What follows belongs to an exercise in optimizing a design on an open flow for small area, a short achievable clock period and few clock cycles per item; a production flow would make more cautious choices. Where RTL was checked, it was by simulation tests only, not by an equivalence proof against the original. No functional check of the RTL was part of runs 1 to 3. Power and IR drop assume default switching activity.

<file path="flow/design.v">
module smolbit_capture (
    input  wire        clk,
    input  wire        rst,
    input  wire        start,
    output wire        ready,
    input  wire [17:0] start_pc,
    input  wire [17:0] frame_end,
    output reg         done,
    output reg         fault,
    output wire [17:0] body_end,
    output wire [17:0] next_pc,
    output wire        mem_req,
    output wire [12:0] mem_addr,
    input  wire        mem_rvalid,
    input  wire [31:0] mem_rdata
);
    localparam [1:0] M_INSN = 2'd0, M_DPMH = 2'd1, M_DPML = 2'd2, M_SKIP = 2'd3;
    localparam [14:0] D1 = 15'h0001;    
    reg        busy;
    reg [1:0]  mode;
    reg [18:0] pc;           
    reg [17:0] fend;
    reg [14:0] depth;        
    reg [14:0] dpmn;         
    reg [31:0] we, wo;       
    reg        ve, vo;
    reg        out;          
    reg        orel;         
    reg        ostale;       
    wire [13:0] pw  = pc[18:5];
    wire [4:0]  po  = pc[4:0];
    wire [13:0] pw1 = pw + 14'd1;
    wire [13:0] pw2 = {pw[13:1] + 13'd1, pw[0]};
    wire [5:0]  po3 = {1'b0, po} + 6'd3;
    wire [18:0] np3 = {po3[5] ? pw1 : pw, po3[4:0]};
    assign ready    = ~busy;
    assign body_end = pc[17:0];
    assign next_pc  = np3[17:0];
    wire [31:0] wcur = pw[0] ? wo : we;
    wire [31:0] wnxt = pw[0] ? we : wo;
    wire        vcur = pw[0] ? vo : ve;
    wire        vnxt = pw[0] ? ve : vo;
    wire [38:0] win = {wcur, wnxt[31:25]} << po;
    wire [7:0]  b   = win[38:31];
    reg [5:0]  len;
    reg        opener, closer;
    reg [1:0]  nmode;
    always @(*) begin
        len = 6'd3; opener = 1'b0; closer = 1'b0; nmode = M_INSN;
        case (mode)
        M_DPMH: begin len = 6'd8; nmode = M_DPML; end
        M_DPML: begin len = 6'd8; nmode = M_SKIP; end
        default:
            case (b[7:5])
            3'd0: ;
            3'd1: len = 6'd10;
            3'd2: len = 6'd6;
            3'd3: len = (b[4:2] == 3'd5) ? 6'd20 + {1'b0, b[1:0], 3'b000} : 6'd14;
            3'd4: len = (b[4:3] == 2'd3) ? 6'd13 : 6'd9;
            3'd5:
                case (b[4:2])
                3'd0, 3'd6: begin len = 6'd16; opener = 1'b1; end
                3'd1, 3'd2: begin len = 6'd10; opener = 1'b1; end
                3'd3, 3'd4: len = 6'd10;
                3'd5: begin len = b[1] ? 6'd15 : 6'd19; opener = 1'b1; end
                default: begin len = 6'd6; nmode = M_DPMH; end
                endcase
            3'd6: closer = 1'b1;
            default: len = b[4] ? 6'd9 : 6'd5;
            endcase
        endcase
    end
    wire        skip  = mode == M_SKIP;
    wire        past  = pc[18] || pc[17:0] > fend;
    wire        fits3 = !np3[18] && np3[17:0] <= fend;
    wire        dv    = busy && !skip && !past && vcur && (vnxt || po <= 5'd24);
    wire        fin   = closer && depth == D1 && fits3;
    wire [6:0]  osum  = {2'b00, po} + {1'b0, len};
    wire [13:0] pwn   = osum[6] ? pw2 : osum[5] ? pw1 : pw;
    wire [18:0] pskip = pc + {4'd0, dpmn, 3'b000};
    wire [8:0]  osk   = {4'd0, po} + {1'b0, dpmn[4:0], 3'b000};
    wire        mv    = dv || skip;
    wire        m0    = skip ? dpmn[14:5] == 10'd0 && osk[8:5] == 4'd0 : osum[6:5] == 2'd0;
    wire        m1    = skip ? dpmn[14:5] == 10'd0 && osk[8:5] == 4'd1 : osum[6:5] == 2'd1;
    wire        arr   = mem_rvalid && out && !ostale;
    wire        aslot = pw[0] ^ orel;         
    wire        pend0 = out && !ostale && !orel && !mem_rvalid;
    wire        pend1 = out && !ostale &&  orel && !mem_rvalid;
    wire        want0 = !vcur && !(arr && !orel) && !pend0;
    wire        want1 = !vnxt && !(arr &&  orel) && !pend1;
    wire        rslot = !want0;
    assign mem_req  = busy && (want0 || want1) && (!out || mem_rvalid);
    assign mem_addr = rslot ? pw1[12:0] : pw[12:0];
    always @(posedge clk) begin
        done <= 1'b0;
        if (arr && !aslot) we <= mem_rdata;
        if (arr &&  aslot) wo <= mem_rdata;
        if (rst) begin
            busy <= 1'b0;
            out  <= 1'b0;
            ve   <= 1'b0;
            vo   <= 1'b0;
        end else if (!busy) begin
            if (mem_rvalid) out <= 1'b0;
            if (start) begin
                busy   <= 1'b1;
                mode   <= M_INSN;
                pc     <= {1'b0, start_pc};
                fend   <= frame_end;
                depth  <= D1;
                ve     <= 1'b0;
                vo     <= 1'b0;
                ostale <= 1'b1;
            end
        end else begin
            if (mv && !m0) begin
                if (!m1 || !pw[0]) ve <= 1'b0; else if (arr && !aslot) ve <= 1'b1;
                if (!m1 ||  pw[0]) vo <= 1'b0; else if (arr &&  aslot) vo <= 1'b1;
            end else begin
                if (arr && !aslot) ve <= 1'b1;
                if (arr &&  aslot) vo <= 1'b1;
            end
            if (mem_req) begin
                out    <= 1'b1;
                orel   <= rslot && (!mv || m0);
                ostale <= mv && !m0 && !(m1 && rslot);
            end else if (mem_rvalid) begin
                out    <= 1'b0;
            end else if (mv && !m0) begin
                orel   <= 1'b0;
                ostale <= ostale || !(m1 && orel);
            end
            if (past) begin
                busy  <= 1'b0;
                done  <= 1'b1;
                fault <= 1'b1;
            end
            if (skip) begin
                pc   <= pskip;
                mode <= M_INSN;
            end
            if (dv) begin
                mode <= nmode;
                if (mode == M_DPMH) dpmn[14:8] <= b[6:0];
                if (mode == M_DPML) dpmn[7:0]  <= b;
                if (opener) depth <= {depth[13:0], depth[14] ^ depth[13]};
                if (closer) depth <= {depth[0] ^ depth[14], depth[14:1]};
                if (fin) begin
                    busy  <= 1'b0;
                    done  <= 1'b1;
                    fault <= 1'b0;
                end else begin
                    pc <= {pwn, osum[4:0]};
                    if (mode == M_DPMH && b[7]) pc[18] <= 1'b1;
                end
            end
        end
    end
endmodule
</file>
<file path="flow/run.sh">
#!/bin/bash
# synth_recipe.tcl (not shown) runs the flow's synth.tcl, then flattens the netlist and writes it again
# the make line also repeats each setting of config.mk as NAME=value (left out here)
make -C /OpenROAD-flow-scripts/flow DESIGN_CONFIG=/design/flow/config.mk WORK_HOME=/design/flow/orfs CLKGATE_MAP_FILE= SYNTH_SCRIPT=/design/flow/synth_recipe.tcl finish
</file>
<file path="flow/constraint.sdc">
create_clock -name core_clock -period 7.0 [get_ports {clk}]
set_input_delay 1.4000 -clock core_clock [delete_from_list [all_inputs] [get_ports {clk}]]
set_output_delay 1.4000 -clock core_clock [all_outputs]
set_load 0.01 [all_outputs]
</file>
<file path="flow/config.mk">
export PLATFORM = sky130hd
export DESIGN_NAME = smolbit_capture
export DESIGN_NICKNAME = smolbit_capture
export VERILOG_FILES = /design/flow/design.v
export SDC_FILE = /design/flow/constraint.sdc
export NUM_CORES = 4
export LEC_CHECK = 0
export CAP_MARGIN = 20
export CORE_MARGIN = 2
export CORE_UTILIZATION = 40
export SLEW_MARGIN = 20
</file>
==> results of run 1 <==
-- sequential cells by signal, indices dropped and copies added (netlist names) --
signal	cells
out	1
done	1
vo	1
ve	1
dpmn	15
depth	15
pc	19
orel	1
we	32
ostale	1
fault	1
busy	1
fend	18
wo	32
mode	2
-- worst min-delay path: cells and delay by family, from the launching register on --
kind | cells | cell delay [ns]
AND/OR/NAND/NOR | 1 | 0.07
flip-flops | 1 | 0.36
AO/OA/AOI/OAI | 1 | 0.05
-- routing by layer --
metal | up-vias | GRT usage, % | wire [um]
li1 | 3788 | - | -
met1 | 3945 | 28.18 | 12520
met3 | 43 | 3.641 | 1431
met5 | - | 0 | 0
met4 | 0 | 6.917 | 702
met2 | 290 | 36.89 | 14190
-- per-stage QoR --
stage,power [uW],hold WS [ns],util [%]
2_1_floorplan,1421,0.4720,-
3_3_place_gp,1630,0.5115,46.67
3_5_place_dp,1632,0.5176,46.67
4_1_cts,2590,0.5264,49.07
5_1_grt,2688,0.5774,49.07
6_report,2574,0.5290,49.07
-- cells by family (layout without fill, tap and decap cells) --
family,Yosys count,in the layout
xor gates and xnor gates,55,55
muxes,95,95
and+or+nand+nor,286,286
AOI/OAI and AO/OA,189,189
DFF,141,141
buffers and inverters,118,225
adders and majority gates,65,65
-- power by group through the flow --
stage | clock (uW) | sequential [uW] | combinational (uW)
2_1_floorplan | 0 | 999 | 422
4_1_cts | 973 | 1010 | 609
3_3_place_gp | 0 | 1030 | 603
5_1_grt | 1010 | 1010 | 669
6_report | 955 | 1010 | 610
3_5_place_dp | 0 | 1030 | 605
-- layout make-up --
type                            count  area, um2  share of cell area (%)
Clock buffer                       17      425.4                   3.423
Tap cell                          330      412.9                   3.322
Timing Repair Buffer              144       1416                   11.40
Sequential cell                   141       4184                   33.67
Clock inverter                     15      183.9                   1.480
Inverter                           49      183.9                   1.480
Multi-Input combinational cell    690       5622                   45.23
-- placed cells by master (no fill, tap or decap), types with 18 or more instances in the layout --
cell and n:
xnor2_1 32, o21ai_0 24, inv_1 45, clkdlybuf4s50_1 124
nand2_1 69, nor2_1 79, mux2i_1 37, xor2_1 23
edfxtp_1 136, nor2b_1 21, ha_1 63, buf_4 18
mux4_2 45, nand3_1 24, a21oi_1 38
-- path summary, 6_finish.rpt --
path              start     end  slack (ns)  depth (start not counted)
setup / recovery  pc[5]  pc[15]        0.98                         20
hold / removal       vo      vo        0.53                          2
setup reg to reg  pc[5]  pc[15]        0.98                         20
hold reg to reg      vo      vo        0.53                          2
==> results.ini, run 1 <==
[synth]
synthMuxAreaShare_pct = 14.80
synth.most_common_cell = edfxtp_1
synth_area_mm2 = 0.01037
syn_inst = 949
synth_top_family_by_area = multiplexers
synth_ff_type = edfxtp_1
synth-adder-area-share_pct = 7.989
yosysTopAreaCellShare_pct = 39.39
yosysSeqAreaShare_pct = 40.36
avgSynthCellArea_um2 = 10.92
synth_area_leaders = edfxtp_1 (39%), mux4_2 (9.8%), ha_1 (7.6%), mux2i_1 (3.6%), nor2_1 (2.9%)
synthArstFlopShare_pct = 0
synth_cell_types = 84
syn_nets = 1086
ys.warnings.count = 1
synthXorXnorAreaFrac_pct = 4.646
synthSimpleGateAreaFrac_pct = 13.78
ys_ff_latch = 141
ys_top_cells_by_count = edfxtp_1 (136), nor2_1 (80), nand2_1 (69)
yosysTopAreaCell = edfxtp_1
synth-edff-count = 136
synth_compound_area_share_pct = 12.94

[sta]
min_period_ns = 6.016
fmax_ghz = 0.1662
skew_ns = 0.01106
fin_crit_sh_pct = 85.94
drv_slew = 0
layout_setup_ws_ns = 0.9841
worst_slew_pin_slew_ns = 1.091
rsz0062_at_grt = false
hold_violations = 0
max_slew_margin_pct = 27.24
setup_tns_ns = 0
setup_violations = 0

[clock_tree]
cts_setup_buffers = 0
worstSkewPairLatency_ns = 0.42
clkSinkCount = 141
cts_tree = yes
hold_buffers = 0
ctsRootBufferMaster = clkbuf_16
cts_buffers = 17
clk_pin_slew_worst_paths_ns = 0.06
htreeDepth = 4
cts_buffer_depth = 2
ctsResizeCount = 0

[route]
drt-total-wl_um = 28840
routed_via_density = 5.820
drc_errors = 0
avgRoutedWirePerCell_um = 20.81
ant_nets = 0
dr.pass1.iters = 6
vias = 8066
drt_iter0_markers = 769

[die]
row_count = 58
die_h_um = 165.0
die-area_mm2 = 0.02722
coreArea_mm2 = 0.02533
num_io_pins = 125
die_w_um = 165.0
initial_core_util_pct = 40.93

[layout]
fin_area_mm2 = 0.01243
num_antenna_cells = 0
syn2layout_area_growth_pct = 19.88
drive_gt1_share_pct = 11.65
fin_cells = 1386
fillerInstances = 2324
nets = 1180

[global_routing]
antenna_found_initial = 0
grt_pass1_wl_um = 45150
track_usage_pct = 21.68
grt_pass1_vias = 7942
grt_max_degree = 42
gr-total-overflow = 0

[place]
place_area_mm2 = 0.01182
dp_hpwl_um = 21830
pre_cts_slack_ns = 1.048
placed_cells = 1354
finalWeightedCongestion = 0.9668
numPortBuffers = 124

[power_and_ir_drop]
pwr-share-comb_pct = 23.7
p_sw_share_pct = 29.44
ir_drop_mv = 0.1360
cellLeakagePower_uw = 0.004487
power_switching_uw = 758.0
power.share.clock_pct = 37.1
power.density_mw_per_mm2 = 207.1
seqPwrFrac_pct = 39.2
p_int_uw = 1816

[critical_path]
startpoint_type = flip-flop
cp-end-kind = flip-flop
critPathTopFamily = multiplexers
path_buf_inv = 2
cpMostUsedCell = a21oi_1
critPathMaxFanout = 14
worstPathArrival_ns = 6.19
crit_chain = buf_4 -> mux2_1 -> mux4_2 -> a21oi_1 -> o311ai_0 -> mux2_2 -> o21bai_1 -> mux2_2 -> a21oi_1 -> a21oi_1 -> o221ai_1 -> ha_1 -> inv_1 -> o21bai_1 -> a21oi_1 -> nor4_4 -> mux2_2 -> o31ai_1 -> nand3_1 -> a31o_1
required_ns = 7.18
crit_type = flip-flop to flip-flop
cp_slowest_cell = edfxtp_1
cpPeakStageDelay_ns = 0.79

[min_path]
hp-class = flip-flop to flip-flop

[run_status]
status = finished clean

[job]
maxCapViolCount = 0

==> inputs of run 2 (changes only) <==
--- a/flow/design.v
+++ b/flow/design.v
@@ -33,3 +33,3 @@
     wire [13:0] pw2 = {pw[13:1] + 13'd1, pw[0]};
-    wire [5:0]  po3 = {1'b0, po} + 6'd3;
+    wire [5:0]  po3 = {1'b0, po} + 7'd3;
     wire [18:0] np3 = {po3[5] ? pw1 : pw, po3[4:0]};
@@ -44,3 +44,3 @@
     wire [7:0]  b   = win[38:31];
-    reg [5:0]  len;
+    reg [6:0]  len;
     reg        opener, closer;
@@ -48,6 +48,8 @@
     always @(*) begin
-        len = 6'd3; opener = 1'b0; closer = 1'b0; nmode = M_INSN;
+        len = 7'd3; opener = 1'b0; closer = 1'b0; nmode = M_INSN;
         case (mode)
-        M_DPMH: begin len = 6'd8; nmode = M_DPML; end
-        M_DPML: begin len = 6'd8; nmode = M_SKIP; end
+        M_DPMH: begin len = 7'd8; nmode = M_DPML; end
+        M_DPML:
+            if (dpmn[14:8] == 7'd0 && b[7:3] == 5'd0) len = 7'd8 + {1'b0, b[2:0], 3'b000};
+            else begin len = 7'd8; nmode = M_SKIP; end
         default:
@@ -55,16 +57,16 @@
             3'd0: ;
-            3'd1: len = 6'd10;
-            3'd2: len = 6'd6;
-            3'd3: len = (b[4:2] == 3'd5) ? 6'd20 + {1'b0, b[1:0], 3'b000} : 6'd14;
-            3'd4: len = (b[4:3] == 2'd3) ? 6'd13 : 6'd9;
+            3'd1: len = 7'd10;
+            3'd2: len = 7'd6;
+            3'd3: len = (b[4:2] == 3'd5) ? 7'd20 + {2'b00, b[1:0], 3'b000} : 7'd14;
+            3'd4: len = (b[4:3] == 2'd3) ? 7'd13 : 7'd9;
             3'd5:
                 case (b[4:2])
-                3'd0, 3'd6: begin len = 6'd16; opener = 1'b1; end
-                3'd1, 3'd2: begin len = 6'd10; opener = 1'b1; end
-                3'd3, 3'd4: len = 6'd10;
-                3'd5: begin len = b[1] ? 6'd15 : 6'd19; opener = 1'b1; end
-                default: begin len = 6'd6; nmode = M_DPMH; end
+                3'd0, 3'd6: begin len = 7'd16; opener = 1'b1; end
+                3'd1, 3'd2: begin len = 7'd10; opener = 1'b1; end
+                3'd3, 3'd4: len = 7'd10;
+                3'd5: begin len = b[1] ? 7'd15 : 7'd19; opener = 1'b1; end
+                default: begin len = 7'd6; nmode = M_DPMH; end
                 endcase
             3'd6: closer = 1'b1;
-            default: len = b[4] ? 6'd9 : 6'd5;
+            default: len = b[4] ? 7'd9 : 7'd5;
             endcase
@@ -77,3 +79,3 @@
     wire        fin   = closer && depth == D1 && fits3;
-    wire [6:0]  osum  = {2'b00, po} + {1'b0, len};
+    wire [6:0]  osum  = {2'b00, po} + len;
     wire [13:0] pwn   = osum[6] ? pw2 : osum[5] ? pw1 : pw;
@@ -91,4 +93,4 @@
     wire        rslot = !want0;
-    assign mem_req  = busy && (want0 || want1) && (!out || mem_rvalid);
-    assign mem_addr = rslot ? pw1[12:0] : pw[12:0];
+    assign mem_req  = (busy ? want0 || want1 : start) && (!out || mem_rvalid);
+    assign mem_addr = !busy ? start_pc[17:5] : rslot ? pw1[12:0] : pw[12:0];
     always @(posedge clk) begin
@@ -105,2 +107,4 @@
             if (start) begin
+                if (mem_req) out <= 1'b1;
+                orel   <= 1'b0;
                 busy   <= 1'b1;
@@ -112,3 +116,3 @@
                 vo     <= 1'b0;
-                ostale <= 1'b1;
+                ostale <= !mem_req;
             end
--- a/flow/config.mk
+++ b/flow/config.mk
@@ -7,2 +7,3 @@
 export LEC_CHECK = 0
+export ABC_CLOCK_PERIOD_IN_PS = 4000
 export CAP_MARGIN = 20
@@ -10,2 +11,3 @@
 export CORE_UTILIZATION = 40
+export SETUP_SLACK_MARGIN = 3.0
 export SLEW_MARGIN = 20
==> run 2 against run 1 <==
  * Register-to-register slack improved by 0.44 ns
  * Final area rose by 24%
  * Non-clock buffer count rose by 143
  * Cell count rose by 20%
  * Wire length rose by 23%
  * Count of clock-buffer cells in the layout rose by 2
  * Maximum frequency rose by 7.9%
  * First-iteration DRC count rose by 38%
==> results.ini, run 2 <==
[layout]
fillerInstances = 2329  ; was 2324
syn2layout_area_growth_pct = 38.31  ; was 19.88%
num_antenna_cells = 0  ; unchanged
final_common_cell = edfxtp_1  ; unchanged
layout_common_cells = edfxtp_1 (136), buf_4 (116), clkdlybuf4s50_1 (98), nand2_1 (68), mux4_2 (61)  ; was edfxtp_1 (136), clkdlybuf4s50_1 (124), nor2_1 (79), nand2_1 (69), ha_1 (63)
multi_input_area_mm2 = 0.007193  ; was 0.005622 mm2
nets = 1404  ; was 1180
reg.largest.list = we: 32 flops, wo: 32 flops, pc: 19 flops  ; unchanged
area.sequential_mm2 = 0.004184  ; unchanged
drive_gt1_share_pct = 33.39  ; was 11.65%

[clock_tree]
cts_buffer_depth = 2  ; unchanged
htreeDepth = 4  ; unchanged
cts_buffers = 17  ; unchanged
cts_tree = yes  ; unchanged
clk_pin_slew_worst_paths_ns = 0.07  ; was 0.06 ns
hold_buffers = 0  ; unchanged
clkSinkCount = 141  ; unchanged
worstSkewPairLatency_ns = 0.44  ; was 0.42 ns
ctsRootBufferMaster = clkbuf_16  ; unchanged

[synth]
synth_cell_types = 82  ; was 84
synth_area_leaders = edfxtp_1 (37%), mux4_2 (12%), ha_1 (7.2%), mux2i_1 (3.9%), a21oi_1 (2.6%)  ; was edfxtp_1 (39%), mux4_2 (9.8%), ha_1 (7.6%), mux2i_1 (3.6%), nor2_1 (2.9%)
synth-edff-count = 136  ; unchanged
syn_inst = 1037  ; was 949
synthArstFlopShare_pct = 0  ; unchanged
synth_ff_type = edfxtp_1  ; unchanged
avgSynthCellArea_um2 = 10.75  ; was 10.92 um2
yosysTopAreaCell = edfxtp_1  ; unchanged
syn_nets = 1175  ; was 1086
synth_area_mm2 = 0.01114  ; was 0.01037 mm2
synth.most_common_cell = edfxtp_1  ; unchanged
yosysSeqAreaShare_pct = 37.55  ; was 40.36%
ys_ff_latch = 141  ; unchanged
ys_top_cells_by_count = edfxtp_1 (136), nand2_1 (75), nor2_1 (75)  ; was edfxtp_1 (136), nor2_1 (80), nand2_1 (69)
ys.warnings.count = 1  ; unchanged
yosysTopAreaCellShare_pct = 36.65  ; was 39.39%

[min_path]
hold_start = vo  ; unchanged
whs_path_depth = 2  ; unchanged
holdPathEnd = vo  ; unchanged
hp-class = flip-flop to flip-flop  ; unchanged

[global_routing]
antenna_found_initial = 0  ; unchanged
track_usage_pct = 23.97  ; was 21.68%
grt_max_degree = 39  ; was 42
gr-total-overflow = 0  ; unchanged
grt_pass1_vias = 9250  ; was 7942
grt_pass1_wl_um = 53300  ; was 45150 um

[power_and_ir_drop]
cellLeakagePower_uw = 0.005868  ; was 0.004487 uW
finalPower_uw = 2917  ; was 2574 uW
power.density_mw_per_mm2 = 189.2  ; was 207.1 mW/mm2
ir_drop_mv = 0.1317  ; was 0.1360 mV

[critical_path]
r2r-start = pc[5]  ; unchanged
worstReg2RegEnd = pc[15]  ; unchanged
worstPathArrival_ns = 5.86  ; was 6.19 ns
critPathMaxFanout = 5  ; was 14
required_ns = 7.29  ; was 7.18 ns
startpoint_type = flip-flop  ; unchanged
r2r_cells = 20  ; unchanged
cp-end-kind = flip-flop  ; unchanged
crit_type = flip-flop to flip-flop  ; unchanged
r2r_slack_ns = 1.43  ; was 0.98 ns

[route]
ant_nets = 0  ; unchanged
drt_iter0_markers = 1060  ; was 769
drt-total-wl_um = 35450  ; was 28840 um
dr.pass1.iters = 5  ; was 6
avgRoutedWirePerCell_um = 21.40  ; was 20.81 um
drc_errors = 0  ; unchanged
vias = 9742  ; was 8066
routed_via_density = 5.879  ; was 5.820

[sta]
max_slew_margin_pct = 39.90  ; was 27.24%
worst_slew_pin_slew_ns = 0.8921  ; was 1.091 ns
min_period_ns = 5.575  ; was 6.016 ns
setup_tns_ns = 0  ; unchanged
setup_violations = 0  ; unchanged
fmax_ghz = 0.1794  ; was 0.1662 GHz
drv_slew = 0  ; unchanged
layout_setup_ws_ns = 1.425  ; was 0.9841 ns
skew_ns = 0.01530  ; was 0.01106 ns
hold_violations = 0  ; unchanged
rsz0062_at_grt = true  ; was false
fin_crit_sh_pct = 79.64  ; was 85.94%

[die]
coreArea_mm2 = 0.02763  ; was 0.02533 mm2
die-area_mm2 = 0.02921  ; was 0.02722 mm2
num_io_pins = 125  ; unchanged
initial_core_util_pct = 40.33  ; was 40.93%
row_count = 61  ; was 58
die_w_um = 170.9  ; was 165.0 um
die_h_um = 170.9  ; was 165.0 um

[place]
pre_cts_slack_ns = 0.6923  ; was 1.048 ns
numPortBuffers = 124  ; unchanged
finalWeightedCongestion = 0.9032  ; was 0.9668
dp_hpwl_um = 24290  ; was 21830 um

[job]
maxCapViolCount = 0  ; unchanged

[run_status]
status = finished clean  ; unchanged

## run 2: repair_timing
item	CTS	global route
buffers inserted	73	60
cloned	3	0
pin swaps	35	42
setup endpoints to repair	125	90
gates resized for setup	205	85
## run 2: area by class of cell
| class | count | area share (%) |
|---|---|---|
| Sequential cell | 141 | 27.15 |
| Timing Repair Buffer | 287 | 17.84 |
| Inverter | 47 | 1.315 |
| Multi-Input combinational cell | 772 | 46.67 |
| Tap cell | 378 | 3.069 |
| Clock buffer | 19 | 2.809 |
| Clock inverter | 13 | 1.153 |
## run 2: worst max-delay path: stages (launching register included)
cell,delay [ns]
edfxtp_1,0.45
buf_6,0.17
buf_16,0.14
buf_8,0.12
mux4_2,0.43
mux4_2,0.46
mux4_2,0.60
or2_4,0.31
o31ai_4,0.19
a22oi_2,0.12
ha_1,0.31
inv_2,0.05
o21bai_4,0.12
a21oi_2,0.09
a211o_1,0.25
a21bo_2,0.23
a211o_1,0.33
a21bo_4,0.27
a2111oi_4,0.37
mux2_4,0.33
o21ai_1,0.10
## run 2: power by group
group	switching, uW	internal [uW]	total, uW	leakage (uW)
Clock	407	571	977	0.000291
Sequential	38.1	969	1010	0.00129
Combinational	476	456	932	0.00428
Total	921	2000	2920	0.00587
## run 2: routing by layer
metal / up-vias / global-route usage [%] / routed length (um)
li1: 4434 / - / -
met1: 4775 / 30.34 / 14490
met2: 441 / 39.92 / 17190
met3: 92 / 4.118 / 2212
met4: 0 / 11.53 / 1556
met5: - / 0 / 0
## run 2: worst max-delay path by stage
stage | from | endpoint | slack (ns) | cells past startpoint
2_1_floorplan | pc[0] | pc[15] | 1.74 | 26
3_3_place_gp | pc[0] | pc[15] | 0.82 | 23
3_5_place_dp | pc[0] | pc[15] | 0.69 | 23
4_1_cts | pc[5] | pc[15] | 1.53 | 19
5_1_grt | pc[5] | pc[15] | 1.28 | 20
6_report | pc[5] | pc[15] | 1.43 | 20
## run 2: stage by stage
step,hold slack [ns],cell area (um2),util (%),cells
floorplan,0.4815,11320,-,1037
global placement,0.5156,12790,46.29,1489
detailed placement,0.5180,12790,46.29,1489
CTS,0.5315,14620,52.93,1597
global route,0.5912,15410,55.78,1657
finish,0.5365,15410,55.78,1657
## run 2: kinds of logic (layout without fill, tap and decap cells)
| kind of cell | after synthesis | after routing | share of synthesized area [%] |
|---|---|---|---|
| AND/OR/NAND/NOR | 294 | 294 | 12.85 |
| multiplexers | 118 | 118 | 17.61 |
| XOR/XNOR | 53 | 53 | 4.166 |
| adder cells (fa/ha/maj) | 66 | 66 | 7.546 |
| buffers and inverters | 124 | 366 | 5.569 |
| AO/OA/AOI/OAI | 241 | 241 | 14.72 |
| flip-flops | 141 | 141 | 37.55 |
==> inputs of run 3 (changes only) <==
--- a/flow/config.mk
+++ b/flow/config.mk
@@ -7,3 +7,2 @@
 export LEC_CHECK = 0
-export ABC_CLOCK_PERIOD_IN_PS = 4000
 export CAP_MARGIN = 20
@@ -11,3 +10,2 @@
 export CORE_UTILIZATION = 40
-export SETUP_SLACK_MARGIN = 3.0
 export SLEW_MARGIN = 20
==> run 3 against run 2 <==
  * Still clean
  * Non-clock buffer count down 123
  * Sequential share of layout area up 4.1 points
  * Count of clock-buffer cells in the layout down 2
  * Critical path depth up 2
  * Setup slack worse by 0.92 ns
  * Wire length down 8.4%
  * Maximum frequency down 14%
  * Combinational power down 24%
  * Critical endpoint unchanged
  * Highest routed layer unchanged
==> results.ini, run 3 <==
[layout]
drive_gt1_share_pct = 14.46  ; was 33.39%
reg.largest.list = we: 32 flops, wo: 32 flops, pc: 19 flops  ; unchanged
fillerInstances = 2589  ; was 2329
final_common_cell = edfxtp_1  ; unchanged
layout_common_cells = edfxtp_1 (136), clkdlybuf4s50_1 (124), nand2_1 (75), nor2_1 (73), ha_1 (64)  ; was edfxtp_1 (136), buf_4 (116), clkdlybuf4s50_1 (98), nand2_1 (68), mux4_2 (61)
syn2layout_area_growth_pct = 20.10  ; was 38.31%
num_antenna_cells = 0  ; unchanged
fin_cells = 1533  ; was 1657
nets = 1281  ; was 1404
fin_area_mm2 = 0.01338  ; was 0.01541 mm2

[sta]
hold_violations = 0  ; unchanged
setup_violations = 0  ; unchanged
min_period_ns = 6.494  ; was 5.575 ns
setup_tns_ns = 0  ; unchanged
max_slew_margin_pct = 37.22  ; was 39.90%
rsz0062_at_grt = false  ; was true
worst_slew_pin_slew_ns = 0.9155  ; was 0.8921 ns
layout_setup_ws_ns = 0.5064  ; was 1.425 ns
skew_ns = 0.01518  ; was 0.01530 ns
fmax_ghz = 0.1540  ; was 0.1794 GHz
drv_slew = 0  ; unchanged
fin_crit_sh_pct = 92.77  ; was 79.64%

[die]
coreArea_mm2 = 0.02763  ; unchanged
row_count = 61  ; unchanged
die-area_mm2 = 0.02921  ; unchanged
die_h_um = 170.9  ; unchanged
num_io_pins = 125  ; unchanged
die_w_um = 170.9  ; unchanged
initial_core_util_pct = 40.33  ; unchanged

[critical_path]
r2r-start = pc[5]  ; unchanged
critPathMaxFanout = 34  ; was 5
cp-end-kind = flip-flop  ; unchanged
crit_path_start = pc[5]  ; unchanged
worstPathArrival_ns = 6.78  ; was 5.86 ns
crit_type = flip-flop to flip-flop  ; unchanged
startpoint_type = flip-flop  ; unchanged
required_ns = 7.29  ; about the same

[power_and_ir_drop]
cellLeakagePower_uw = 0.004896  ; was 0.005868 uW
ir_drop_mv = 0.1012  ; was 0.1317 mV
power.density_mw_per_mm2 = 201.4  ; was 189.2 mW/mm2

[synth]
synthArstFlopShare_pct = 0  ; unchanged
syn_inst = 1037  ; unchanged
synth_cell_types = 82  ; unchanged
synth_area_leaders = edfxtp_1 (37%), mux4_2 (12%), ha_1 (7.2%), mux2i_1 (3.9%), a21oi_1 (2.6%)  ; unchanged
avgSynthCellArea_um2 = 10.75  ; unchanged
synth_compound_area_share_pct = 14.72  ; unchanged
ys.warnings.count = 1  ; unchanged
yosysSeqAreaShare_pct = 37.55  ; unchanged
ys_top_cells_by_count = edfxtp_1 (136), nand2_1 (75), nor2_1 (75)  ; unchanged
yosysTopAreaCellShare_pct = 36.65  ; unchanged
synth_area_mm2 = 0.01114  ; unchanged
synthXorXnorAreaFrac_pct = 4.166  ; unchanged
synth-adder-area-share_pct = 7.545  ; unchanged
yosysTopAreaCell = edfxtp_1  ; unchanged
synth_top_family_by_area = multiplexers  ; unchanged
synth-edff-count = 136  ; unchanged
synth_ff_type = edfxtp_1  ; unchanged
ys_ff_latch = 141  ; unchanged
syn_nets = 1175  ; unchanged
synth.most_common_cell = edfxtp_1  ; unchanged
synthMuxAreaShare_pct = 17.61  ; unchanged
synthSimpleGateAreaFrac_pct = 12.85  ; unchanged

[clock_tree]
clk_pin_slew_worst_paths_ns = 0.06  ; was 0.07 ns
cts_tree = yes  ; unchanged
ctsRootBufferMaster = clkbuf_16  ; unchanged
htreeDepth = 4  ; unchanged
worstSkewPairLatency_ns = 0.44  ; about the same
cts_buffers = 17  ; unchanged
cts_buffer_depth = 2  ; unchanged
ctsResizeCount = 0  ; was 205
clkSinkCount = 141  ; unchanged

[route]
drc_errors = 0  ; unchanged
routed_via_density = 5.832  ; was 5.879
drt-total-wl_um = 32490  ; was 35450 um
avgRoutedWirePerCell_um = 21.19  ; was 21.40 um
dr.pass1.iters = 5  ; unchanged
drt_iter0_markers = 786  ; was 1060
vias = 8941  ; was 9742
ant_nets = 0  ; unchanged

[place]
place_area_mm2 = 0.01272  ; was 0.01279 mm2
placed_cells = 1497  ; was 1489
pre_cts_slack_ns = 0.5290  ; was 0.6923 ns
finalWeightedCongestion = 0.9315  ; was 0.9032
dp_hpwl_um = 24570  ; was 24290 um
numPortBuffers = 124  ; unchanged

[job]
maxCapViolCount = 0  ; unchanged

[global_routing]
grt_pass1_vias = 8752  ; was 9250
antenna_found_initial = 0  ; unchanged
grt_max_degree = 39  ; unchanged
grt_pass1_wl_um = 50140  ; was 53300 um
track_usage_pct = 22.61  ; was 23.97%
gr-total-overflow = 0  ; unchanged

[run_status]
status = finished clean  ; unchanged

[min_path]
hold_start = vo  ; unchanged
hp-class = flip-flop to flip-flop  ; unchanged

==> run 3: per-stage QoR <==
step / util, % / total power, uW / hold WS, ns
detailed placement: 46.05 / 1737 / 0.5294
global route: 48.44 / 2809 / 0.6037
floorplan: - / 1488 / 0.4815
CTS: 48.26 / 2701 / 0.5407
finish: 48.44 / 2695 / 0.5410
global placement: 46.05 / 1735 / 0.5138
==> run 3: worst max-delay path, stage by stage (launching register included) <==
cell       delay [ns]
edfxtp_1         0.64
buf_12           0.30
mux4_2           0.60
a22o_1           0.26
a211oi_1         0.27
a211o_1          0.25
clkinv_1         0.26
nor2_1           0.36
a21oi_1          0.12
o32ai_1          0.24
a31o_2           0.19
a22oi_1          0.07
ha_1             0.29
inv_1            0.06
o21bai_1         0.22
a21oi_1          0.15
a211o_1          0.31
a21bo_2          0.23
a211o_1          0.32
a21bo_2          0.28
a2111oi_2        0.41
mux2_1           0.37
o21ai_1          0.13
==> run 3: layout make-up <==
cell class | count | area, um2 | area share [%]
tap | 378 | 473.0 | 3.534
clock buffer | 17 | 425.4 | 3.179
inverter | 47 | 176.4 | 1.318
timing repair buffer | 164 | 1592 | 11.89
multi-input combinational | 772 | 6349 | 47.44
clock inverter | 14 | 183.9 | 1.374
sequential | 141 | 4184 | 31.26
==> run 3: power by group <==
part	leakage, uW	internal, uW	total, uW	switching, uW
Sequential	0.00129	969	1020	48.8
Combinational	0.00331	331	711	380
Clock	0.000292	568	965	398
==> run 3: cells by family (layout without fill, tap and decap cells) <==
| logic type | count (synthesis) | in the layout |
|---|---|---|
| XOR/XNOR | 53 | 53 |
| AO/OA/AOI/OAI | 241 | 241 |
| AND/OR/NAND/NOR | 294 | 294 |
| multiplexers | 118 | 118 |
| flip-flops | 141 | 141 |
| adder cells (fa/ha/maj) | 66 | 66 |
| buffers and inverters | 124 | 242 |
==> run 3: path summary, 6_finish.rpt <==
path	slack [ns]	cells after the start	end
worst max-delay path	0.51	22	pc[15]
worst min register to register	0.54	2	vo
worst max register to register	0.51	22	pc[15]
worst min-delay path	0.54	2	vo
==> run 3: what timing repair did <==
item | CTS | global route
hold buffers | 0 | 0
buffers inserted | 0 | 5
setup endpoints to repair | 0 | 1
==> run 3: per-layer routing <==
metal	vias up	GRT usage (%)	routed length, um
li1	4180	-	-
met1	4361	28.98	13780
met2	337	38.55	15800
met3	63	3.470	1782
met4	0	8.843	1123
met5	-	0	0
==> inputs of run 4 (changes only) <==
--- a/flow/design.v
+++ b/flow/design.v
@@ -24,2 +24,3 @@
     reg [14:0] dpmn;         
+    reg        xw;           
     reg [31:0] we, wo;       
@@ -32,3 +33,2 @@
     wire [13:0] pw1 = pw + 14'd1;
-    wire [13:0] pw2 = {pw[13:1] + 13'd1, pw[0]};
     wire [5:0]  po3 = {1'b0, po} + 7'd3;
@@ -77,11 +77,11 @@
     wire        fits3 = !np3[18] && np3[17:0] <= fend;
-    wire        dv    = busy && !skip && !past && vcur && (vnxt || po <= 5'd24);
+    wire        dv    = busy && !skip && !xw && !past && vcur && (vnxt || po <= 5'd24);
     wire        fin   = closer && depth == D1 && fits3;
     wire [6:0]  osum  = {2'b00, po} + len;
-    wire [13:0] pwn   = osum[6] ? pw2 : osum[5] ? pw1 : pw;
+    wire [13:0] pwn   = osum[6] || osum[5] ? pw1 : pw;
     wire [18:0] pskip = pc + {4'd0, dpmn, 3'b000};
     wire [8:0]  osk   = {4'd0, po} + {1'b0, dpmn[4:0], 3'b000};
-    wire        mv    = dv || skip;
-    wire        m0    = skip ? dpmn[14:5] == 10'd0 && osk[8:5] == 4'd0 : osum[6:5] == 2'd0;
-    wire        m1    = skip ? dpmn[14:5] == 10'd0 && osk[8:5] == 4'd1 : osum[6:5] == 2'd1;
+    wire        mv    = dv || skip || xw;
+    wire        m0    = skip ? dpmn[14:5] == 10'd0 && osk[8:5] == 4'd0 : !xw && osum[6:5] == 2'd0;
+    wire        m1    = skip ? dpmn[14:5] == 10'd0 && osk[8:5] == 4'd1 : xw || osum[6:5] != 2'd0;
     wire        arr   = mem_rvalid && out && !ostale;
@@ -111,2 +111,3 @@
                 mode   <= M_INSN;
+                xw     <= 1'b0;
                 pc     <= {1'b0, start_pc};
@@ -145,2 +146,6 @@
             end
+            if (xw) begin
+                pc[18:5] <= pw1;
+                xw       <= 1'b0;
+            end
             if (dv) begin
@@ -157,2 +162,3 @@
                     pc <= {pwn, osum[4:0]};
+                    xw <= osum[6];
                     if (mode == M_DPMH && b[7]) pc[18] <= 1'b1;
==> run 4 against run 3 <==
  * Total power is 3.0% lower
  * Area after synthesis down 2.9%
  * Hold slack worse by 0.055 ns
  * Count of clock-buffer cells in the layout unchanged
  * Critical path type unchanged
  * Critical endpoint is now ostale
==> results.ini, run 4 <==
[global_routing]
track_usage_pct = 21.31  ; was 22.61%
gr-usage-met2_pct = 37.54  ; was 38.55%
busiest_layer = met2  ; unchanged
grt_max_degree = 60  ; was 39
use_met1_pct = 27.08  ; was 28.98%
gr-total-overflow = 0  ; unchanged
antenna_found_initial = 0  ; unchanged
grt_pass1_wl_um = 46750  ; was 50140 um
use_met3_pct = 2.876  ; was 3.470%
grt_pass1_vias = 8247  ; was 8752

[sta]
fin_crit_sh_pct = 85.79  ; was 92.77%
rsz0062_at_grt = false  ; unchanged
fmax_ghz = 0.1665  ; was 0.1540 GHz
max_slew_margin_pct = 30.19  ; was 37.22%
worst_slew_pin_slew_ns = 1.018  ; was 0.9155 ns
hold_violations = 0  ; unchanged
setup_violations = 0  ; unchanged
holdWs_ns = 0.4860  ; was 0.5410 ns
setup_tns_ns = 0  ; unchanged
skew_ns = 0.01316  ; was 0.01518 ns
min_period_ns = 6.005  ; was 6.494 ns
drv_slew = 0  ; unchanged

[route]
drt_iter0_markers = 736  ; was 786
routed_via_density = 5.855  ; was 5.832
drc_errors = 0  ; unchanged
ant_nets = 0  ; unchanged
dr.pass1.iters = 6  ; was 5
avgRoutedWirePerCell_um = 21.20  ; was 21.19 um
vias = 8367  ; was 8941
drt-total-wl_um = 30300  ; was 32490 um

[critical_path]
crit_path_start = pc[0]  ; was pc[5]
crit_type = flip-flop to flip-flop  ; unchanged
worstPathArrival_ns = 6.16  ; was 6.78 ns
startpoint_type = flip-flop  ; unchanged
cp-end-kind = flip-flop  ; unchanged
critPathMaxFanout = 35  ; was 34
r2r-start = pc[0]  ; was pc[5]
required_ns = 7.16  ; was 7.29 ns

[clock_tree]
hold_buffers = 0  ; unchanged
ctsResizeCount = 0  ; unchanged
ctsRootBufferMaster = clkbuf_16  ; unchanged
clkSinkCount = 142  ; was 141
cts_buffers = 17  ; unchanged
clk_pin_slew_worst_paths_ns = 0.06  ; about the same
cts_setup_buffers = 0  ; unchanged
worstSkewPairLatency_ns = 0.42  ; was 0.44 ns
htreeDepth = 4  ; unchanged
cts_tree = yes  ; unchanged
cts_buffer_depth = 2  ; unchanged

[power_and_ir_drop]
power.density_mw_per_mm2 = 203.0  ; was 201.4 mW/mm2
ir_drop_mv = 0.1452  ; was 0.1012 mV
cellLeakagePower_uw = 0.004643  ; was 0.004896 uW

[layout]
num_antenna_cells = 0  ; unchanged
syn2layout_area_growth_pct = 18.92  ; was 20.10%
reg.largest.list = we: 32 flops, wo: 32 flops, pc: 19 flops  ; unchanged
nets = 1213  ; was 1281
layout_common_cells = edfxtp_1 (137), clkdlybuf4s50_1 (124), nor2_1 (87), ha_1 (63), mux4_2 (57)  ; was edfxtp_1 (136), clkdlybuf4s50_1 (124), nand2_1 (75), nor2_1 (73), ha_1 (64)
final_common_cell = edfxtp_1  ; unchanged
drive_gt1_share_pct = 13.14  ; was 14.46%

[synth]
synthArstFlopShare_pct = 0  ; unchanged
avgSynthCellArea_um2 = 10.95  ; was 10.75 um2
yosysTopAreaCell = edfxtp_1  ; unchanged
synth-edff-count = 137  ; was 136
yosysTopAreaCellShare_pct = 38.01  ; was 36.65%
syn_nets = 1125  ; was 1175
synth.most_common_cell = edfxtp_1  ; unchanged
synth_cell_types = 73  ; was 82
yosysSeqAreaShare_pct = 38.94  ; was 37.55%
ys_ff_latch = 142  ; was 141
synth_area_mm2 = 0.01082  ; was 0.01114 mm2
synth_ff_type = edfxtp_1  ; unchanged
synth_area_leaders = edfxtp_1 (38%), mux4_2 (12%), ha_1 (7.3%), mux2i_1 (4.4%), nor2_1 (3.1%)  ; was edfxtp_1 (37%), mux4_2 (12%), ha_1 (7.2%), mux2i_1 (3.9%), a21oi_1 (2.6%)
ys.warnings.count = 1  ; unchanged
ys_top_cells_by_count = edfxtp_1 (137), nor2_1 (89), ha_1 (63)  ; was edfxtp_1 (136), nand2_1 (75), nor2_1 (75)
syn_inst = 988  ; was 1037

[place]
finalWeightedCongestion = 0.9223  ; was 0.9315
numPortBuffers = 124  ; unchanged
dp_hpwl_um = 22930  ; was 24570 um

[die]
die_w_um = 168.5  ; was 170.9 um
die-area_mm2 = 0.02839  ; was 0.02921 mm2
row_count = 60  ; was 61
coreArea_mm2 = 0.02673  ; was 0.02763 mm2
initial_core_util_pct = 40.50  ; was 40.33%
num_io_pins = 125  ; unchanged
die_h_um = 168.5  ; was 170.9 um

[min_path]
hp-class = flip-flop to flip-flop  ; unchanged
hold_start = out  ; was vo

[run_status]
status = finished clean  ; unchanged

[job]
maxCapViolCount = 0  ; unchanged

==> run 4: cell types whose count changed after synthesis, moves of 7 or more <==
cell     delta
nand2_1    -28
o21ai_0    -11
inv_1       +7
nor3_1     -10
nor2_1     +14
==> run 4: power by group <==
part / internal, uW / total, uW / switching [uW]
sequential: 977 / 1020 / 45.3
clock: 530 / 914 / 384
combinational: 317 / 676 / 359
total: 1820 / 2610 / 788
==> run 4: stage by stage <==
step / utilization (%) / power [uW] / instances / instance area [um2] / setup slack, ns
detailed placement: 45.98 / 1712 / 1398 / 12290 / 0.9848
floorplan: - / 1483 / 988 / 10820 / 1.602
finish: 48.16 / 2613 / 1429 / 12870 / 0.9946
CTS: 48.16 / 2631 / 1429 / 12870 / 0.9563
global route: 48.16 / 2728 / 1429 / 12870 / 0.5754
global placement: 45.98 / 1708 / 1398 / 12290 / 1.236
==> run 4: cell type report <==
cell class	instances	area (um2)
clock buffer	17	425.4
clock inverter	14	157.7
fill	2440	13850
inverter	54	202.7
multi-input combinational	715	6001
sequential	142	4214
tap	341	426.7
timing repair buffer	146	1444
==> run 4: layer usage <==
metal,up-vias,part of all wire (%)
met5,-,0
met4,0,2.5
met3,48,4.4
met2,304,51
met1,4071,42
li1,3944,-
==> run 4: logic make-up after synthesis <==
logic type / share of synthesized area (%)
DFF: 38.94
adders and majority gates: 7.653
muxes: 17.45
xor gates and xnor gates: 4.451
buffers and inverters: 5.723
and+or+nand+nor: 12.08
AOI/OAI and AO/OA: 13.71
==> run 4: path summary, 6_finish.rpt <==
check / to / slack (ns) / cells after the start
max: ostale / 0.99 / 20
min: out / 0.49 / 2
max reg2reg: ostale / 0.99 / 20
min reg2reg: out / 0.49 / 2
==> run 4: critical path, stage by stage, from the launching register on <==
cell and delay, ns:
edfxtp_1 0.99, buf_12 0.32, mux4_2 0.28, mux2i_1 0.08
mux4_2 0.53, a211oi_2 0.57, nor2b_1 0.27, and2_1 0.21
o21ai_0 0.09, a21oi_1 0.23, ha_1 0.20, inv_1 0.06
fa_1 0.40, inv_1 0.07, a21oi_1 0.06, o21bai_1 0.23
a21oi_1 0.15, xnor2_1 0.25, o31ai_4 0.14, a2111oi_0 0.46
o22ai_1 0.13
Testbench counts of run 4, summed over its fixed seeds: cycles 49,102, captures 480.
==> inputs of run 5 (changes only) <==
--- a/flow/config.mk
+++ b/flow/config.mk
@@ -10,2 +10,3 @@
 export CORE_UTILIZATION = 40
+export SETUP_SLACK_MARGIN = 2.5
 export SLEW_MARGIN = 20
==> run 5 against run 4 <==
  * Still clean
  * Synthesized cell count unchanged
  * Global-route usage increased by 1.8 points
  * Wire length increased by 8.1%
  * Register-to-register slack improved by 0.98 ns
  * Sequential power about the same
  * Hold slack improved by 0.0025 ns
  * Maximum frequency increased by 20%
  * Largest power group unchanged
  * Highest routed layer unchanged
==> results.ini, run 5 <==
[route]
drc_errors = 0  ; unchanged
ant_nets = 0  ; unchanged
drt_iter0_markers = 813  ; was 736
dr.pass1.iters = 5  ; was 6
avgRoutedWirePerCell_um = 21.51  ; was 21.20 um
drt-total-wl_um = 32760  ; was 30300 um
routed_via_density = 5.954  ; was 5.855
vias = 9068  ; was 8367

[clock_tree]
ctsRootBufferMaster = clkbuf_16  ; unchanged
cts_buffers = 17  ; unchanged
clk_pin_slew_worst_paths_ns = 0.07  ; was 0.06 ns
worstSkewPairLatency_ns = 0.45  ; was 0.42 ns
htreeDepth = 4  ; unchanged
cts_buffer_depth = 2  ; unchanged
clkSinkCount = 142  ; unchanged
cts_tree = yes  ; unchanged

[sta]
setup_violations = 0  ; unchanged
fmax_ghz = 0.1992  ; was 0.1665 GHz
setup_tns_ns = 0  ; unchanged
skew_ns = 0.03146  ; was 0.01316 ns
layout_setup_ws_ns = 1.979  ; was 0.9946 ns
worst_slew_pin_slew_ns = 0.8225  ; was 1.018 ns
drv_slew = 0  ; unchanged
holdWs_ns = 0.4886  ; was 0.4860 ns
max_slew_margin_pct = 45.11  ; was 30.19%
hold_violations = 0  ; unchanged
min_period_ns = 5.021  ; was 6.005 ns
rsz0062_at_grt = true  ; was false
fin_crit_sh_pct = 71.72  ; was 85.79%

[layout]
layout_common_cells = edfxtp_1 (137), clkdlybuf4s50_1 (122), buf_4 (94), nor2_1 (81), ha_1 (61)  ; was edfxtp_1 (137), clkdlybuf4s50_1 (124), nor2_1 (87), ha_1 (63), mux4_2 (57)
syn2layout_area_growth_pct = 31.66  ; was 18.92%
num_antenna_cells = 0  ; unchanged
fillerInstances = 2360  ; was 2440
nets = 1306  ; was 1213
drive_gt1_share_pct = 24.96  ; was 13.14%
area.sequential_mm2 = 0.004214  ; unchanged
postLayoutCoreUtil_pct = 53.32  ; was 48.16%
fin_cells = 1523  ; was 1429
reg.largest.list = we: 32 flops, wo: 32 flops, pc: 19 flops  ; unchanged
final_common_cell = edfxtp_1  ; unchanged
multi_input_area_mm2 = 0.006460  ; was 0.006001 mm2

[power_and_ir_drop]
pwr-share-comb_pct = 30.6  ; was 25.9%
ir_drop_mv = 0.1301  ; was 0.1452 mV
p_sw_share_pct = 31.41  ; was 30.17%
cellLeakagePower_uw = 0.005280  ; was 0.004643 uW
power_switching_uw = 899.8  ; was 788.3 uW
p_int_uw = 1965  ; was 1824 uW
seqPwrFrac_pct = 35.6  ; was 39.1%
power.density_mw_per_mm2 = 201.0  ; was 203.0 mW/mm2
power.share.clock_pct = 33.8  ; was 35.0%

[synth]
synth_area_leaders = edfxtp_1 (38%), mux4_2 (12%), ha_1 (7.3%), mux2i_1 (4.4%), nor2_1 (3.1%)  ; unchanged
ys_ff_latch = 142  ; unchanged
synth_cell_types = 73  ; unchanged
synth-edff-count = 137  ; unchanged
yosysTopAreaCell = edfxtp_1  ; unchanged
ys_top_cells_by_count = edfxtp_1 (137), nor2_1 (89), ha_1 (63)  ; unchanged
ys.warnings.count = 1  ; unchanged
syn_inst = 988  ; unchanged
yosysSeqAreaShare_pct = 38.94  ; unchanged
syn_nets = 1125  ; unchanged
yosysTopAreaCellShare_pct = 38.01  ; unchanged
avgSynthCellArea_um2 = 10.95  ; unchanged
synth_ff_type = edfxtp_1  ; unchanged
synth.most_common_cell = edfxtp_1  ; unchanged
synthArstFlopShare_pct = 0  ; unchanged
synth_area_mm2 = 0.01082  ; unchanged

[global_routing]
grt_pass1_vias = 8935  ; was 8247
busiest_layer = met2  ; unchanged
grt_pass1_wl_um = 50670  ; was 46750 um
gr-usage-met2_pct = 38.72  ; was 37.54%
use_met1_pct = 28.93  ; was 27.08%
grt_max_degree = 38  ; was 60
antenna_found_initial = 0  ; unchanged
track_usage_pct = 23.09  ; was 21.31%
gr-total-overflow = 0  ; unchanged
use_met3_pct = 4.279  ; was 2.876%

[critical_path]
startpoint_type = flip-flop  ; unchanged
critPathTopFamily = compound AO/OA/AOI/OAI gates  ; unchanged
path_buf_inv = 3  ; unchanged
required_ns = 7.19  ; was 7.16 ns
cpPeakStageDelay_ns = 0.52  ; was 0.99 ns
cpMostUsedCell = mux4_2  ; was a21oi_1
worstPathArrival_ns = 5.21  ; was 6.16 ns
cp_slowest_cell = mux4_2  ; was edfxtp_1
cp-end-kind = flip-flop  ; unchanged
crit_type = flip-flop to flip-flop  ; unchanged
critPathMaxFanout = 6  ; was 35
crit_chain = buf_12 -> buf_8 -> mux4_2 -> mux2_4 -> a221o_1 -> mux4_2 -> or2_4 -> buf_4 -> nor4_4 -> nand2_1 -> o31ai_1 -> ha_1 -> a21oi_4 -> xnor2_2 -> o31ai_4 -> a211oi_2 -> o31a_1  ; was buf_12 -> mux4_2 -> mux2i_1 -> mux4_2 -> a211oi_2 -> nor2b_1 -> and2_1 -> o21ai_0 -> a21oi_1 -> ha_1 -> inv_1 -> fa_1 -> inv_1 -> a21oi_1 -> o21bai_1 -> a21oi_1 -> xnor2_1 -> o31ai_4 -> a2111oi_0 -> o22ai_1

[die]
die-area_mm2 = 0.02839  ; unchanged
initial_core_util_pct = 40.50  ; unchanged
die_h_um = 168.5  ; unchanged
row_count = 60  ; unchanged
die_w_um = 168.5  ; unchanged
num_io_pins = 125  ; unchanged
coreArea_mm2 = 0.02673  ; unchanged

[place]
pre_cts_slack_ns = 1.058  ; was 0.9848 ns
placed_cells = 1395  ; was 1398
numPortBuffers = 124  ; unchanged
finalWeightedCongestion = 0.8899  ; was 0.9223
dp_hpwl_um = 22970  ; was 22930 um

[min_path]
hp-class = flip-flop to flip-flop  ; unchanged

[job]
maxCapViolCount = 0  ; unchanged

[run_status]
status = finished clean  ; unchanged

## run 5: cell counts after synthesis
No cell type changed its count.
## run 5: tightest hold or removal path, cell delays in order (launching register included)
cell and delay (ns):
dfxtp_1 0.31, nand2b_1 0.07, a21oi_1 0.06
## run 5: cells by family after synthesis
group	count (synthesis)	share of synthesized area [%]
and+or+nand+nor	262	12.08
xor gates and xnor gates	55	4.451
AOI/OAI and AO/OA	217	13.71
muxes	116	17.45
adders and majority gates	65	7.653
DFF	142	38.94
buffers and inverters	131	5.723
## run 5: power by group through the flow
stage	registers, uW	logic, uW	clock network, uW
after floorplan	1010	483	0
after global placement	1050	667	0
after detailed placement	1050	673	0
after CTS	1020	811	985
after global routing	1020	940	1010
final	1020	877	968
## run 5: final timing paths
path	startpoint	to	slack [ns]	cells after the start
max	pc[5]	ostale	1.98	17
max reg2reg	pc[5]	ostale	1.98	17
min	out	out	0.49	2
min reg2reg	out	out	0.49	2
## run 5: routing by layer
layer  vias up  wire length (um)
li1       4137                 -
met1      4378             13330
met2       443             15820
met3       110              1983
met4         0              1629
met5         -                 0
## run 5: through the flow
stage          cell area (um2)  total power [uW]
2_1_floorplan            10920              1497
3_3_place_gp             12340              1717
3_5_place_dp             12340              1724
4_1_cts                  13830              2816
5_1_grt                  14250              2976
6_report                 14250              2865
## run 5: timing repair
action / CTS / global route
resized for setup: 45 / 43
pin swaps: 22 / 21
hold buffers: 0 / 0
cloned: 5 / 0
setup buffers: 63 / 28
setup endpoints to repair: 83 / 60
## run 5: cell type report
class,instances,area share (%)
sequential,142,29.57
clock buffer,17,2.985
clock inverter,15,1.317
inverter,54,1.449
timing repair buffer,238,16.35
multi-input combinational,716,45.33
tap,341,2.994
==> inputs of run 6 (changes only) <==
--- a/flow/config.mk
+++ b/flow/config.mk
@@ -9,4 +9,4 @@
 export CORE_MARGIN = 2
-export CORE_UTILIZATION = 40
-export SETUP_SLACK_MARGIN = 2.5
+export CORE_UTILIZATION = 55
+export SETUP_SLACK_MARGIN = 3.0
 export SLEW_MARGIN = 20
==> run 6 against run 5 <==
  * Still clean on timing, DRC and antenna
  * Final area is 4.6% higher
  * Non-clock buffer count rose by 45
  * Wire length increased by 2.2%
  * Critical endpoint unchanged
==> results.ini, run 6 <==
[run_status]
status = finished clean  ; unchanged

[critical_path]
cpPeakStageDelay_ns = 0.55  ; was 0.52 ns
startpoint_type = flip-flop  ; unchanged
cp-end-kind = flip-flop  ; unchanged
crit_chain = buf_6 -> buf_12 -> buf_16 -> mux4_2 -> mux2i_1 -> mux4_2 -> a211oi_4 -> buf_4 -> buf_4 -> and2_1 -> nand3_1 -> a31oi_1 -> ha_1 -> buf_6 -> a21oi_4 -> o21bai_1 -> a21oi_2 -> nand3b_1 -> o31ai_4 -> a211oi_2 -> o31a_1  ; was buf_12 -> buf_8 -> mux4_2 -> mux2_4 -> a221o_1 -> mux4_2 -> or2_4 -> buf_4 -> nor4_4 -> nand2_1 -> o31ai_1 -> ha_1 -> a21oi_4 -> xnor2_2 -> o31ai_4 -> a211oi_2 -> o31a_1
critPathMaxFanout = 7  ; was 6
cp_slowest_cell = mux4_2  ; unchanged
path_buf_inv = 6  ; was 3
required_ns = 7.20  ; was 7.19 ns
crit_type = flip-flop to flip-flop  ; unchanged
r2r_slack_ns = 1.92  ; was 1.98 ns
critPathTopFamily = compound AO/OA/AOI/OAI gates  ; unchanged
worstPathArrival_ns = 5.28  ; was 5.21 ns

[power_and_ir_drop]
cellLeakagePower_uw = 0.005665  ; was 0.005280 uW
power.density_mw_per_mm2 = 199.4  ; was 201.0 mW/mm2
ir_drop_mv = 0.1792  ; was 0.1301 mV

[die]
num_io_pins = 125  ; unchanged
die_h_um = 144.3  ; was 168.5 um
coreArea_mm2 = 0.01940  ; was 0.02673 mm2
row_count = 51  ; was 60
die_w_um = 144.3  ; was 168.5 um
initial_core_util_pct = 55.79  ; was 40.50%
die-area_mm2 = 0.02082  ; was 0.02839 mm2

[layout]
reg.largest.list = we: 32 flops, wo: 32 flops, pc: 19 flops  ; unchanged
drive_gt1_share_pct = 32.03  ; was 24.96%
nets = 1351  ; was 1306
syn2layout_area_growth_pct = 37.75  ; was 31.66%
final_common_cell = edfxtp_1  ; unchanged
fin_cells = 1492  ; was 1523
fillerInstances = 1282  ; was 2360
num_antenna_cells = 0  ; unchanged
layout_common_cells = edfxtp_1 (137), buf_4 (121), clkdlybuf4s50_1 (98), nor2_1 (70), ha_1 (59)  ; was edfxtp_1 (137), clkdlybuf4s50_1 (122), buf_4 (94), nor2_1 (81), ha_1 (61)

[synth]
synth_cell_types = 73  ; unchanged
ys.warnings.count = 1  ; unchanged
ys_ff_latch = 142  ; unchanged
yosysSeqAreaShare_pct = 38.94  ; unchanged
syn_inst = 988  ; unchanged
yosysTopAreaCellShare_pct = 38.01  ; unchanged
syn_nets = 1125  ; unchanged
synth_area_mm2 = 0.01082  ; unchanged
synth_area_leaders = edfxtp_1 (38%), mux4_2 (12%), ha_1 (7.3%), mux2i_1 (4.4%), nor2_1 (3.1%)  ; unchanged
synthArstFlopShare_pct = 0  ; unchanged
synth.most_common_cell = edfxtp_1  ; unchanged
synth_ff_type = edfxtp_1  ; unchanged
synth-edff-count = 137  ; unchanged
avgSynthCellArea_um2 = 10.95  ; unchanged
yosysTopAreaCell = edfxtp_1  ; unchanged
ys_top_cells_by_count = edfxtp_1 (137), nor2_1 (89), ha_1 (63)  ; unchanged

[clock_tree]
worstSkewPairLatency_ns = 0.44  ; was 0.45 ns
ctsRootBufferMaster = clkbuf_16  ; unchanged
clkSinkCount = 142  ; unchanged
htreeDepth = 4  ; unchanged
cts_buffers = 17  ; unchanged
cts_tree = yes  ; unchanged
hold_buffers = 0  ; unchanged
clk_pin_slew_worst_paths_ns = 0.07  ; about the same
cts_buffer_depth = 2  ; unchanged

[sta]
setup_tns_ns = 0  ; unchanged
setup_violations = 0  ; unchanged
hold_violations = 0  ; unchanged
max_slew_margin_pct = 35.58  ; was 45.11%
worst_slew_pin_slew_ns = 0.9575  ; was 0.8225 ns
skew_ns = 0.01813  ; was 0.03146 ns
fin_crit_sh_pct = 72.56  ; was 71.72%
min_period_ns = 5.079  ; was 5.021 ns
drv_slew = 0  ; unchanged
fmax_ghz = 0.1969  ; was 0.1992 GHz
rsz0062_at_grt = true  ; unchanged
holdWs_ns = 0.4857  ; was 0.4886 ns
layout_setup_ws_ns = 1.921  ; was 1.979 ns

[route]
ant_nets = 0  ; unchanged
dr.pass1.iters = 9  ; was 5
drt_iter0_markers = 828  ; was 813
drt-total-wl_um = 33480  ; was 32760 um
drc_errors = 0  ; unchanged
avgRoutedWirePerCell_um = 22.44  ; was 21.51 um
routed_via_density = 6.261  ; was 5.954
vias = 9342  ; was 9068

[place]
dp_hpwl_um = 21480  ; was 22970 um
numPortBuffers = 124  ; unchanged
finalWeightedCongestion = 0.9356  ; was 0.8899
placed_cells = 1316  ; was 1395
pre_cts_slack_ns = 1.367  ; was 1.058 ns

[global_routing]
grt_max_degree = 44  ; was 38
grt_pass1_wl_um = 48260  ; was 50670 um
gr-total-overflow = 0  ; unchanged
grt_pass1_vias = 8723  ; was 8935
antenna_found_initial = 0  ; unchanged
track_usage_pct = 31.04  ; was 23.09%

[min_path]
hp-class = flip-flop to flip-flop  ; unchanged

[job]
maxCapViolCount = 0  ; unchanged

run 6: cell types whose count changed in the layout (fill, tap and decap cells not counted), sizes merged, moves of 2 or more:
cell           change
buf               +49
inv                -4
bufbuf             -2
clkdlybuf4s50     -24
dlymetal6s2s       +6
clkbuf             +5
clkinv             +2
dlygate4sd2       +11
run 6: repair_timing:
item / CTS / global route
pin swaps: 38 / 62
endpoints found under the setup margin: 105 / 71
gates cloned: 4 / 3
resized for setup: 107 / 113
buffers inserted: 81 / 56
run 6: worst paths after layout:
check / from / to / depth (start not counted)
worst max-delay path: pc[5] / ostale / 21
worst min-delay path: out / out / 2
worst max register to register: pc[5] / ostale / 21
worst min register to register: out / out / 2
run 6: metal layers:
layer / global-route usage, % / share of wire, % / up-vias
li1: - / - / 4227
met1: 37.91 / 38 / 4507
met2: 53.38 / 50 / 478
met3: 4.735 / 5.9 / 130
met4: 16.20 / 6.0 / 0
met5: 0 / 0 / -
run 6: logic make-up after synthesis:
kind of cell,Yosys count,synth area share (%)
flip-flops,142,38.94
buffers and inverters,131,5.723
multiplexers,116,17.45
AND/OR/NAND/NOR,262,12.08
XOR/XNOR,55,4.451
adder cells (fa/ha/maj),65,7.653
AO/OA/AOI/OAI,217,13.71
run 6: power by group:
part,internal [uW],leakage (uW),switching (uW)
clock,582,0.000315,425
combinational,473,0.00405,478
sequential,977,0.00130,38.3
total,2030,0.00566,941
run 6: worst register-to-register path: cells and delay by family (launching register included):
kind,cells,cell delay [ns]
flip-flops,1,0.44
adder cells (fa/ha/maj),1,0.32
multiplexers,3,1.01
buffers and inverters,6,0.94
AND/OR/NAND/NOR,3,0.48
AO/OA/AOI/OAI,8,1.65
run 6: area by class of cell:
| type | instances | area [um2] | area share [%] |
|---|---|---|---|
| Clock buffer | 17 | 425.4 | 2.854 |
| Timing Repair Buffer | 283 | 2741 | 18.39 |
| Multi-Input combinational cell | 716 | 6766 | 45.39 |
| Sequential cell | 142 | 4214 | 28.27 |
| Tap cell | 265 | 331.6 | 2.224 |
| Clock inverter | 15 | 215.2 | 1.444 |
| Inverter | 54 | 214.0 | 1.435 |
run 6: metrics by stage:
stage / area (um2) / power, uW / util, %
floorplan: 10970 / 1500 / -
global placement: 12240 / 1719 / 63.11
detailed placement: 12240 / 1721 / 63.11
CTS: 14040 / 2856 / 72.38
global route: 14910 / 3079 / 76.85
finish: 14910 / 2972 / 76.85

-- afterwards: timing with drivers on the ports --
The results above use ideal ports. As a check the final layouts listed here were re-extracted and re-timed, cells and wires unchanged. Step 1 assumes that a clkbuf_16 drives the clock port and a buf_2 every other input. Step 2 moves the port delays by t, midway between the first and last clock arrival at a register: inputs arrive t later, outputs are due t later. That takes back most of the time a late clock gives input paths. Three values: ideal, step 1, step 2; two values: the first two.
| run | shift t [ns] | setup slack, ns | worst setup path at the end |
|---|---|---|---|
| run 1 | 0.467 | 0.984 / 0.984 / 0.984 | register to register |
| run 2 | 0.478 | 1.425 / 1.425 / 1.425 | register to register |
| run 3 | 0.479 | 0.506 / 0.506 / 0.506 | register to register |
| run 4 | 0.464 | 0.995 / 0.995 / 0.995 | register to register |
| run 5 | 0.479 | 1.979 / 1.979 / 1.979 | register to register |
| run 6 | 0.484 | 1.921 / 1.921 / 1.921 | register to register |
After both steps setup and hold are still met in every run listed.
